This design comes from an exercise in tuning for small area, a short achievable clock period and few clock cycles per item on the open sky130 flow, not from production work.
Only simulation tests tie the RTL to the original design; equivalence was not proved.
Power figures rest on the tool's default switching activity, not on a simulated workload.

// fastpfor_planner
module fastpfor_planner (
    input  wire         clk,
    input  wire         rst,
    input  wire         in_valid,
    output wire         in_ready,
    input  wire [127:0] in_data,
    output wire         out_valid,
    input  wire         out_ready,
    output wire [5:0]   out_bw,
    output wire [7:0]   out_cex,
    output wire [5:0]   out_maxb
);
    function [5:0] bitlen;
        input [31:0] v;
        integer i;
        begin
            bitlen = 6'd0;
            for (i = 0; i < 32; i = i + 1)
                if (v[i]) bitlen = i[5:0] + 6'd1;
        end
    endfunction
    function [13:0] add14;
        input [13:0] a, b;
        reg [13:0] g, p, gg, pp, g2, p2;
        integer i, s;
        begin
            g = a & b;
            p = a ^ b;
            gg = g;
            pp = p;
            for (s = 1; s < 14; s = s * 2) begin
                g2 = gg;
                p2 = pp;
                for (i = 0; i < 14; i = i + 1)
                    if ((i / s) % 2 == 1) begin
                        g2[i] = gg[i] | (pp[i] & gg[(i / s) * s - 1]);
                        p2[i] = pp[i] & pp[(i / s) * s - 1];
  ...
Size in the first run: roughly 2800 cells after synthesis, ~400 flip-flops, ~150 I/O pins, about 24000 sq um of cells after synthesis.
Settings: LEC_CHECK=0, CAP_MARGIN=20, CORE_MARGIN=2, CORE_UTILIZATION=40, SLEW_MARGIN=20; clock period 12.0 ns.
standard.sh (not shown) runs the stock make flow with config.mk's settings and CLKGATE_MAP_FILE= SYNTH_SCRIPT=/design/flow/synth_recipe.tcl, a recipe that flattens the netlist after the stock synthesis.
==> flow/flow/run.sh <==
#!/bin/bash
set -euo pipefail
bash standard.sh finish \
    "SETUP_SLACK_MARGIN=${MARGIN:-8.8}" \
    "BUFFER_PORTS_ARGS=-buffer_cell sky130_fd_sc_hd__buf_2" \
    > flow_make.log 2>&1
The starting point went through all stages and came out clean.
Testbench counts at the start, summed over its fixed seeds: cycles 39,640, blocks 512.
Edit:
==> flow/flow/run.sh (replaced) <==
#!/bin/bash
set -euo pipefail
bash standard.sh finish \
    "SETUP_SLACK_MARGIN=${MARGIN:-8.5}" \
    "BUFFER_PORTS_ARGS=-buffer_cell sky130_fd_sc_hd__buf_2" \
    > flow_make.log 2>&1
The changed run produced a clean layout.
Area after synthesis stays the same.
Final area goes down by a few percent.
Sequential share of layout area goes up by 1.2 points.
Clock power hardly moves.
Critical path depth goes up by 2.
Global-route usage goes down by 0.13 points.

========
Another version of the RTL of fastpfor_planner (not shown whole).
Size in the first run: ~410 flip-flops, ~150 I/O pins.
Settings: LEC_CHECK=0, CAP_MARGIN=20, CORE_MARGIN=2, CORE_UTILIZATION=40, CTS_BUF_LIST=sky130_fd_sc_hd__clkbuf_8, SLEW_MARGIN=20; clock period 12.0 ns.
==> flow/flow/run.sh <==
#!/bin/bash
set -euo pipefail
bash standard.sh finish \
    "SETUP_SLACK_MARGIN=${MARGIN:-8.5}" \
    "BUFFER_PORTS_ARGS=-buffer_cell sky130_fd_sc_hd__buf_2" \
    > flow_make.log 2>&1
The starting point passed the timing, DRC and antenna checks.
Testbench counts at the start, summed over its fixed seeds: cycles 39,640, blocks 512.
Rerun with:
- CTS_BUF_LIST: sky130_fd_sc_hd__clkbuf_8 -> not set
- CTS_CLUSTER_DIAMETER: not set -> 100
- CTS_CLUSTER_SIZE: not set -> 25
=> The changed run finished with timing, DRC and antenna clean. Critical path depth stays the same. Power goes down by 17%. Count of clock-buffer cells in the layout goes down by 62. Area after synthesis does not change. Routed wire length goes down by 2.2%. Via count goes down by 2.0%. Hold slack improves by 0.0055 ns. Non-clock buffer count goes down by 7.
Rerun with:
==> flow/flow/run.sh (replaced) <==
#!/bin/bash
set -euo pipefail
bash standard.sh finish \
    "SETUP_SLACK_MARGIN=${MARGIN:-8.65}" \
    "BUFFER_PORTS_ARGS=-buffer_cell sky130_fd_sc_hd__buf_2" \
    > flow_make.log 2>&1
What happened: Total power went up by about 3.7%. Combinational power rises by about 3%. Routed wire length is higher by 1.2%.
Rerun with:
==> flow/flow/run.sh (replaced) <==
#!/bin/bash
set -euo pipefail
bash standard.sh finish \
    "SETUP_SLACK_MARGIN=${MARGIN:-8.5}" \
    "BUFFER_PORTS_ARGS=-buffer_cell sky130_fd_sc_hd__buf_2" \
    > flow_make.log 2>&1
- CORE_UTILIZATION: 40 -> 55
Result: The new run completed with no timing, DRC or antenna violations; synthesized cell count is unchanged; final area went down by about 3%; die area is lower by about 27%; cell count came out lower by about 6%; total power drops by about 4%; routed wire length goes down by 3.4%; combinational power goes down by 3.7%; worst setup slack gains 0.0090 ns; sequential share of layout area came out higher by 0.89 points; via count decreases by about 1.4%.

========
Another version of the RTL of fastpfor_planner (not shown whole).
For scale: roughly 2,600 cells after synthesis, ~400 flip-flops, ~150 I/O pins, about 24,000 µm² of cells after synthesis.
## fastpfor_planner
module fastpfor_planner (
    input  wire         clk,
    input  wire         rst,
    input  wire         in_valid,
    output wire         in_ready,
    input  wire [127:0] in_data,
    output wire         out_valid,
    input  wire         out_ready,
    output wire [5:0]   out_bw,
    output wire [7:0]   out_cex,
    output wire [5:0]   out_maxb
);
    function [5:0] bitlen;
        input [31:0] v;
        integer i;
        begin
            bitlen = 6'd0;
            for (i = 0; i < 32; i = i + 1)
                if (v[i]) bitlen = i[5:0] + 6'd1;
        end
    endfunction
    function [14:0] add15;
        input [14:0] a, b;
        input        ci;
        reg [15:0] g, p, gg, pp, g2, p2;
        integer i, s;
        begin
            g = {a & b, ci};
            p = {a ^ b, 1'b0};
            gg = g;
            pp = p;
            for (s = 1; s < 16; s = s * 2) begin
                g2 = gg;
                p2 = pp;
                for (i = 0; i < 16; i = i + 1)
                    if ((i / s) % 2 == 1) begin
                        g2[i] = gg[i] | (pp[i] & gg[(i / s) * s - 1]);
                        p2[i] = pp[i] & pp[(i / s) * s - 1];
                    end
                gg = g2;
                pp = p2;
            end
            add15 = p[15:1] ^ gg[14:0];
        end
    endfunction
    localparam S_ACC  = 1'b0;
    localparam S_READ = 1'b1;
    reg        state;
    reg        rfirst;     
    reg        first;      
    reg        clr;        
    reg        rdy;        
    reg [5:0]  abeat;      
    reg [5:0]  mxb;        
    reg [5:0]  mnb;        
    reg [5:0]  sb;         
    reg [5:0]  cm;         
    reg        ov;
    reg [5:0]  maxb;
    reg [5:0]  bestb;
    reg [7:0]  bestc;
    assign in_ready  = rdy;
    assign out_valid = ov;
    assign out_bw    = bestb;
    assign out_cex   = bestc;
    assign out_maxb  = maxb;
    reg [23:0] bl;         
    reg        bv;         
    reg        blast;      
    wire offer = in_valid && rdy;
    wire take  = offer && !rst;
    always @(posedge clk) begin
        bl    <= offer ? {bitlen(in_data[127:96]), bitlen(in_data[95:64]),
  ...
Settings: LEC_CHECK=0, CAP_MARGIN=20, CORE_MARGIN=2, CORE_UTILIZATION=40, CTS_CLUSTER_DIAMETER=100, CTS_CLUSTER_SIZE=25, SLEW_MARGIN=20; clock period 12.0 ns.
==> flow/flow/run.sh <==
#!/bin/bash
set -euo pipefail
bash standard.sh finish \
    "SETUP_SLACK_MARGIN=${MARGIN:-8.56}" \
    "BUFFER_PORTS_ARGS=-buffer_cell sky130_fd_sc_hd__buf_2" \
    > flow_make.log 2>&1
Testbench counts at the start, summed over its fixed seeds: cycles 39,640, blocks 512.
==> next run, changes <==
==> flow/flow/run.sh (replaced) <==
#!/bin/bash
set -euo pipefail
bash standard.sh finish \
    "SETUP_SLACK_MARGIN=${MARGIN:-8.5}" \
    "BUFFER_PORTS_ARGS=-buffer_cell sky130_fd_sc_hd__buf_2" \
    > flow_make.log 2>&1
Result: Clock-buffer cell count is unchanged. Die area does not change. Worst setup slack got worse by 30 ps. Final area goes down by 0.52%. Via count goes down by about 0.9%. Clock skew goes down by 12 ps. First-iteration DRC count goes down by 2.4%. Clock power goes down by about 2.6%. Combinational power goes down by about 2%. Non-clock buffer count goes down by 12.

static timing again, ports no longer ideal:
The results above use ideal ports. As a check the final layouts listed here were re-extracted and re-timed, cells and wires unchanged.
Step 1 (the two cells are an assumption about what drives the block):
set clk [get_ports {clk}]
set_driving_cell -lib_cell sky130_fd_sc_hd__clkbuf_16 $clk
set_driving_cell -lib_cell sky130_fd_sc_hd__buf_2 [delete_from_list [all_inputs] $clk]
Step 2 also shifts input and output timing later by t, the mid clock arrival at the registers, as if the neighbouring blocks saw the same clock.
Slacks: no drivers / after step 1 / after step 2; pairs: no drivers / after step 1.
| run | t (ns) | setup slack, ns | worst setup path at the end | worst register clock-pin slew, ns | pins driven straight from the clock port |
|---|---|---|---|---|---|
| the first run of note 1 | 0.635 | 8.453 / 8.397 / 8.306 | input to register | 0.07 / 0.07 | 1 |
| the second run of note 1 | 0.641 | 8.401 / 8.401 / 8.243 | input to register | 0.06 / 0.06 | 1 |
| the first run of note 2 | 0.722 | 8.414 / 8.361 / 8.137 | input to register | 0.07 / 0.07 | 1 |
| the second run of note 2 | 0.606 | 8.516 / 8.458 / 8.145 | input to register | 0.11 / 0.11 | 1 |
| the third run of note 2 | 0.621 | 8.503 / 8.444 / 8.158 | input to register | 0.10 / 0.10 | 1 |
| the fourth run of note 2 | 0.609 | 8.512 / 8.453 / 8.045 | input to register | 0.12 / 0.12 | 1 |
| the first run of note 3 | 0.601 | 8.531 / 8.475 / 8.059 | input to register | 0.11 / 0.11 | 1 |
| the second run of note 3 | 0.614 | 8.501 / 8.442 / 8.118 | input to register | 0.11 / 0.11 | 1 |
After both steps every run listed still meets setup and hold. For the first run of note 3, which loses most, drivers alone change the setup slack by -0.056 ns; drivers and shift together by -0.472 ns.
